This is an optimization exercise on Yosys and OpenROAD, whose aim is small area, a short achievable clock period and few clock cycles per item, not a production implementation. In this exercise RTL edits were held to simulation tests only and were not proved equivalent to the original. Power and IR drop assume default switching activity.

==> inputs of try-onyx <==
## picycle
module picycle (
    input  wire         clk,
    input  wire         rst,           
    input  wire [63:0]  cmd,
    input  wire         cmd_valid,
    output wire         cmd_ready,
    output wire [31:0]  pwm_pulse,
    output reg          pwm_write,
    output wire [191:0] led,
    output wire [31:0]  seq_pos,
    output wire         seq_valid,
    output wire         seq_done,
    output wire         seq_dir,
    output wire [31:0]  seq_cycles,
    output wire         status_ill
);
export LEC_CHECK = 0
export CAP_MARGIN = 20
export CORE_MARGIN = 2
export CORE_UTILIZATION = 55
export SETUP_SLACK_MARGIN = 5
export SLEW_MARGIN = 20
create_clock -name core_clock -period 12.0 [get_ports {clk}]
standard.sh (not shown) runs the stock make flow with config.mk's settings and CLKGATE_MAP_FILE= SYNTH_SCRIPT=/design/flow/synth_recipe.tcl, a recipe that flattens the netlist after the stock synthesis.
==> flow/flow/run.sh <==
#!/bin/bash
# The standard layout, with timing repair aimed at a larger setup margin.
set -euo pipefail
bash standard.sh SETUP_SLACK_MARGIN=6 finish > standard_flow.log 2>&1
==> try-indigo: changes against try-onyx <==
--- a/flow/design.v
+++ b/flow/design.v
@@ -170,14 +170,17 @@
     reg  [34:0] rn;            
     reg  [34:0] gn;            
     reg  [32:0] qm;            
     reg  [31:0] rm;            
     reg         sneg;          
     reg  [5:0]  dcnt;
     reg  [2:0]  sph;
+    reg  [6:0]  phx;           
+    wire        p_diff = phx[0], p_neg = phx[1], p_div = phx[2], p_s1 = phx[3],
+                p_s2 = phx[4], p_s3 = phx[5], p_rdy = phx[6];
     reg         rcu, rcd;      
     localparam [2:0] P_DIFF = 3'd0, P_NEG = 3'd1, P_DIV = 3'd2, P_S1 = 3'd3,
                      P_S2 = 3'd4, P_S3 = 3'd5, P_READY = 3'd6;
     reg  [31:0] cyc;
     reg         dir, done, valid, esc;
     assign seq_pos    = rn[31:0];
     assign seq_valid  = valid;
@@ -188,53 +191,53 @@
     wire        r_odd  = rn[0] ^ qm[0];         
     wire        rm_z   = (rm == 32'd0);
     wire [34:0] st2    = {2'b00, st, 1'b0};
     wire [32:0] qm_e   = (rcd & ~s_neg) | (rcu & s_neg) ? {qm[32:1], 1'b0} : qm;
     reg  [34:0] sx, sy;
     reg         sc;
     always @(*) begin
-        sx = 35'd0; sy = 35'd0; sc = 1'b0;
-        case (sph)
-        P_DIFF: begin sx = {{3{cfg_u[31]}}, cfg_u}; sy = ~{{3{cfg_l[31]}}, cfg_l}; sc = 1'b1; end
-        P_NEG:  begin sx = {{3{sl[31]}}, sl}; sy = ~{{3{su[31]}}, su}; sc = 1'b1; end
-        P_DIV:  begin sx = {2'b00, rm, qm[32]}; sy = ~{3'b000, st}; sc = 1'b1; end
-        P_S1:   begin sx = gn; sy = s_neg ? ~{2'b00, rm, 1'b0} : {2'b00, rm, 1'b0}; sc = s_neg; end
-        P_S2:   begin sx = gn; sy = s_neg ? st2 : ~st2; sc = ~s_neg; end
-        default: begin
-            sx = rn;
-            sy = s_neg ? ~{2'b00, qm_e} : {2'b00, qm_e};
-            sc = s_neg ? (rcu | ~rcd) : rcu;
-        end
-        endcase
+        sx = ({35{p_diff}} & {{3{cfg_u[31]}}, cfg_u})
+           | ({35{p_neg}} & {{3{sl[31]}}, sl})
+           | ({35{p_div}} & {2'b00, rm, qm[32]})
+           | ({35{p_s1 | p_s2}} & gn)
+           | ({35{p_s3 | p_rdy}} & rn);
+        sy = ({35{p_diff}} & ~{{3{cfg_l[31]}}, cfg_l})
+           | ({35{p_neg}} & ~{{3{su[31]}}, su})
+           | ({35{p_div}} & ~{3'b000, st})
+           | ({35{p_s1}} & ({2'b00, rm, 1'b0} ^ {35{s_neg}}))
+           | ({35{p_s2}} & (st2 ^ {35{~s_neg}}))
+           | ({35{p_s3 | p_rdy}} & ({2'b00, qm_e} ^ {35{s_neg}}));
+        sc = p_diff | p_neg | p_div | (p_s1 & s_neg) | (p_s2 & ~s_neg)
+           | ((p_s3 | p_rdy) & (s_neg ? (rcu | ~rcd) : rcu));
     end
     wire [34:0] ss = sx + sy + {34'd0, sc};
     wire        dv_skip = rm_z && (qm[32:25] == 8'd0) && (dcnt >= 6'd8);
     wire        gn_lo   = (gn == ~st2);            
     wire        gn_m1   = (gn == {35{1'b1}});
     wire        s2_up   = ~s_neg & (~gn[34] | (gn_m1 & r_odd));
     wire        s2_lo   = ~s_neg & rm_z & gn_lo & r_odd;
     wire        s2_dn   = s_neg & ss[34] & ~(gn_lo & ~r_odd);
     wire        s2_hi   = s_neg & rm_z & gn_m1 & r_odd;
     reg         f_hu, f_hl, f_in, f_ce;
     reg  [7:0]  f_ang;
     always @(posedge clk) begin
-        if (sph == P_S3) begin
+        if (p_s3) begin
             f_hu  <= ss == {{3{su[31]}}, su};
             f_hl  <= ss == {{3{sl[31]}}, sl};
             f_in  <= (ss[34:31] == 4'b0000) || (ss[34:31] == 4'b1111);
             f_ang <= clamp_ang(ss[31:0]);
         end
         f_ce <= (cyc_inc == sn);
     end
     wire        hit_u   = ~esc & f_hu;
     wire        hit_l   = ~esc & f_hl;
     wire        r_in    = f_in;
     wire [31:0] cyc_inc = cyc + 32'd1;
     wire        cyc_end = f_ce;
-    wire        seq_ready = (sph == P_READY);
+    wire        seq_ready = p_rdy;
     wire        do_seq  = seq_ready & ((take & is_seq_adv & ~done) | pend_seq);
     wire        seq_c   = pend_seq ? pend_c : fn[0];
     reg  [23:0] dsp_ncolor;    
     reg  [7:0]  dsp_value;
     reg         blk_en, blk_phase;
     reg  [20:0] dv;            
     reg         vfix;
@@ -283,45 +286,65 @@
     function [31:0] rev32;
         input [31:0] x;
         integer i;
         begin
             for (i = 0; i < 32; i = i + 1) rev32[i] = x[31 - i];
         end
     endfunction
+    reg [2:0] sph_n;
+    always @(*) begin
+        sph_n = sph;
+        case (sph)
+        P_DIFF: sph_n = ss[32] ? P_NEG : P_DIV;
+        P_NEG:  sph_n = P_DIV;
+        P_DIV:  if (dv_skip ? (dcnt == 6'd8) : (dcnt == 6'd1)) sph_n = P_S1;
+        P_S1:   sph_n = P_S2;
+        P_S2:   sph_n = P_S3;
+        P_S3:   sph_n = P_READY;
+        default: ;
+        endcase
+        if (do_seq) sph_n = P_S1;
+        if (take && is_seq_rst) sph_n = P_DIFF;
+        if (rst) sph_n = P_S1;
+    end
+    always @(posedge clk) begin
+        sph <= sph_n;
+        phx <= 7'd1 << sph_n;
+    end
     always @(posedge clk) begin
         if (do_seq) ang <= f_ang;
         else ang <= opc[0] ? clamp_ang(cfg_l) : clamp_ang(imm);
         if (!pend_seq) pend_c <= fn[0];
         if (!vpend || v_run) vd <= imm[3:0];
     end
     always @(posedge clk) begin
-        if (sph == P_DIFF) begin
+        if (p_diff) begin
             qm   <= {ss[31:0], 1'b0};
             sl   <= cfg_l;
             su   <= cfg_u;
             st   <= cfg_t;
             sn   <= cfg_n;
             gn   <= ~{3'b000, cfg_t};
             rm   <= 32'd0;
             dcnt <= 6'd33;
         end else begin
-            case (sph)
-            P_NEG: qm <= {ss[31:0], 1'b0};
-            P_DIV: begin
+            case (1'b1)
+            p_neg: qm <= {ss[31:0], 1'b0};
+            p_div: begin
                 if (dv_skip) begin
                     qm   <= {qm[24:0], 8'd0};
                     dcnt <= dcnt - 6'd8;
                 end else begin
                     rm   <= ~ss[34] ? ss[31:0] : sx[31:0];
                     qm   <= {qm[31:0], ~ss[34]};
                     dcnt <= dcnt - 6'd1;
                 end
             end
-            P_S1: gn <= ss;
-            P_S2: begin
+            p_s1: gn <= ss;
+            p_s2: begin
                 rcu <= s2_up | s2_hi;
                 rcd <= s2_dn | s2_lo;
                 if (s2_up || s2_dn) gn <= ss;
                 else if (s2_lo) gn <= {35{1'b1}};
                 else if (s2_hi) gn <= ~st2;
             end
             default: ;
@@ -347,15 +370,14 @@
             act_x     <= 21'd0;
             act_s     <= 1'b0;
             q_ok      <= 1'b0;
             cfg_l     <= 32'd0;
             cfg_u     <= 32'd0;
             cfg_t     <= 32'd1;
             cfg_n     <= 32'd0;
-            sph       <= P_S1;
             rn        <= 35'd0;
             cyc       <= 32'd0;
             dir       <= 1'b0;
             done      <= 1'b1;
             valid     <= 1'b0;
             esc       <= 1'b0;
             dsp_ncolor <= 24'hffffff;
@@ -377,28 +399,15 @@
             if (do_adv) begin
                 pend_act <= 1'b0;
                 if (!q_none) begin
                     act_cur   <= cur_adv;
                     pwm_write <= 1'b1;
                 end
             end
-            case (sph)
-            P_DIFF: begin
-                sneg  <= ss[32];
-                sph   <= ss[32] ? P_NEG : P_DIV;
-            end
-            P_NEG: sph <= P_DIV;
-            P_DIV: begin
-                if (dv_skip ? (dcnt == 6'd8) : (dcnt == 6'd1)) sph <= P_S1;
-            end
-            P_S1: sph <= P_S2;
-            P_S2: sph <= P_S3;
-            P_S3: sph <= P_READY;
-            default: ;
-            endcase
+            if (p_diff) sneg <= ss[32];
             if (do_seq) begin
                 pend_seq <= 1'b0;
                 rn       <= ss;
                 valid    <= 1'b1;
                 if (!r_in) esc <= 1'b1;
                 if (hit_u || hit_l) begin
                     dir  <= ~dir;
@@ -407,15 +416,14 @@
                 if (hit_l) begin
                     cyc <= cyc_inc;
                     if (cyc_end) done <= 1'b1;
                 end
                 if (seq_c) begin
                     a2p_pend <= 1'b1;
                 end
-                sph <= P_S1;
             end
             vfix <= 1'b0;
             if (vfix) dv <= v_fixed;
             if (v_run) begin
                 dv       <= vdiff;
                 vfix     <= vneg;
                 vpend    <= 1'b0;
@@ -479,15 +487,14 @@
                         3'd0: cfg_l <= imm;
                         3'd1: cfg_u <= imm;
                         3'd2: if (!imm_zero) cfg_t <= imm;
                         3'd3: cfg_n <= imm;
                         default: ;
                     endcase
                 end else if (is_seq_rst) begin
-                    sph     <= P_DIFF;
                     rn      <= {{3{cfg_l[31]}}, cfg_l};
                     dir     <= 1'b0;
                     cyc     <= 32'd0;
                     done    <= 1'b0;
                     valid   <= 1'b1;
                     esc     <= 1'b0;
                     if (fn[0]) begin
==> flow/flow/run.sh (replaced) <==
#!/bin/bash
# The standard layout, with timing repair aimed at a larger setup margin.
set -euo pipefail
bash standard.sh SETUP_SLACK_MARGIN=7.5 finish > standard_flow.log 2>&1
==> qor summary <==
metric                                                         try-indigo                 try-onyx
Max Used Layer                                                       met5                     met4
First-pass DRT Iterations                                              13                       17
Share of total power consumed by net switching                      0.510                    0.482
End point of the critical path                                       f_hl                 f_ang[2]
Avg WL per Cell                                                   29.8 um                  26.7 um
Combinational Power                                               12.8 mW                  7.91 mW
Clock buffers and inverters, area share                            0.0436                   0.0501
Worst slew margin relative to its limit                             0.236                    0.112
Total length of routed met3 wires                                30100 um                 21700 um
Effective utilization at floorplan                                  0.558                    0.557
Num Clock Sinks                                                       687                      680
Non-clock buffering overhead in the final layout                    0.131                   0.0872
Proportion of power drawn by combinational gates                    0.676                    0.572
Area used by sequential logic in the layout                     16600 um2                16400 um2
Largest clock skew in the final design                            44.4 ps                  45.5 ps
Result of the run                                 complete, no violations  complete, no violations
Testbench counts of try-onyx, summed over its fixed seeds: cycles 25,575, commands 24,000.
Testbench counts of try-indigo, summed over its fixed seeds: cycles 25,575, commands 24,000.

-- port drivers added, routing unchanged --
The flow's constraints put no driver on any port. The routed layouts listed below were extracted and timed again, unchanged, in two steps.
Step 1, drivers: a clkbuf_16 drives clk and a buf_2 each remaining input, both assumed.
Step 2, shift: input delay + t, output delay - t, t = (earliest + latest rising clock arrival at the registers) / 2. This alone moves slack from input paths to output paths.
Three values: ideal, step 1, step 2; two values: the first two.
| run | shift t [ns] | setup slack, ns | hold WS [ns] | clock arrival spread, ns |
|---|---|---|---|---|
| try-onyx | 0.736 | 5.973 / 5.973 / 5.394 | 0.425 / 0.425 / 0.425 | 0.047 / 0.047 |
| try-indigo | 0.748 | 6.820 / 6.820 / 6.573 | 0.425 / 0.425 / 0.425 | 0.045 / 0.045 |
After both steps every run listed still meets setup and hold. The setup slack of try-onyx, which loses most, moves by 0.000 ns with the drivers and by -0.579 ns with both steps.
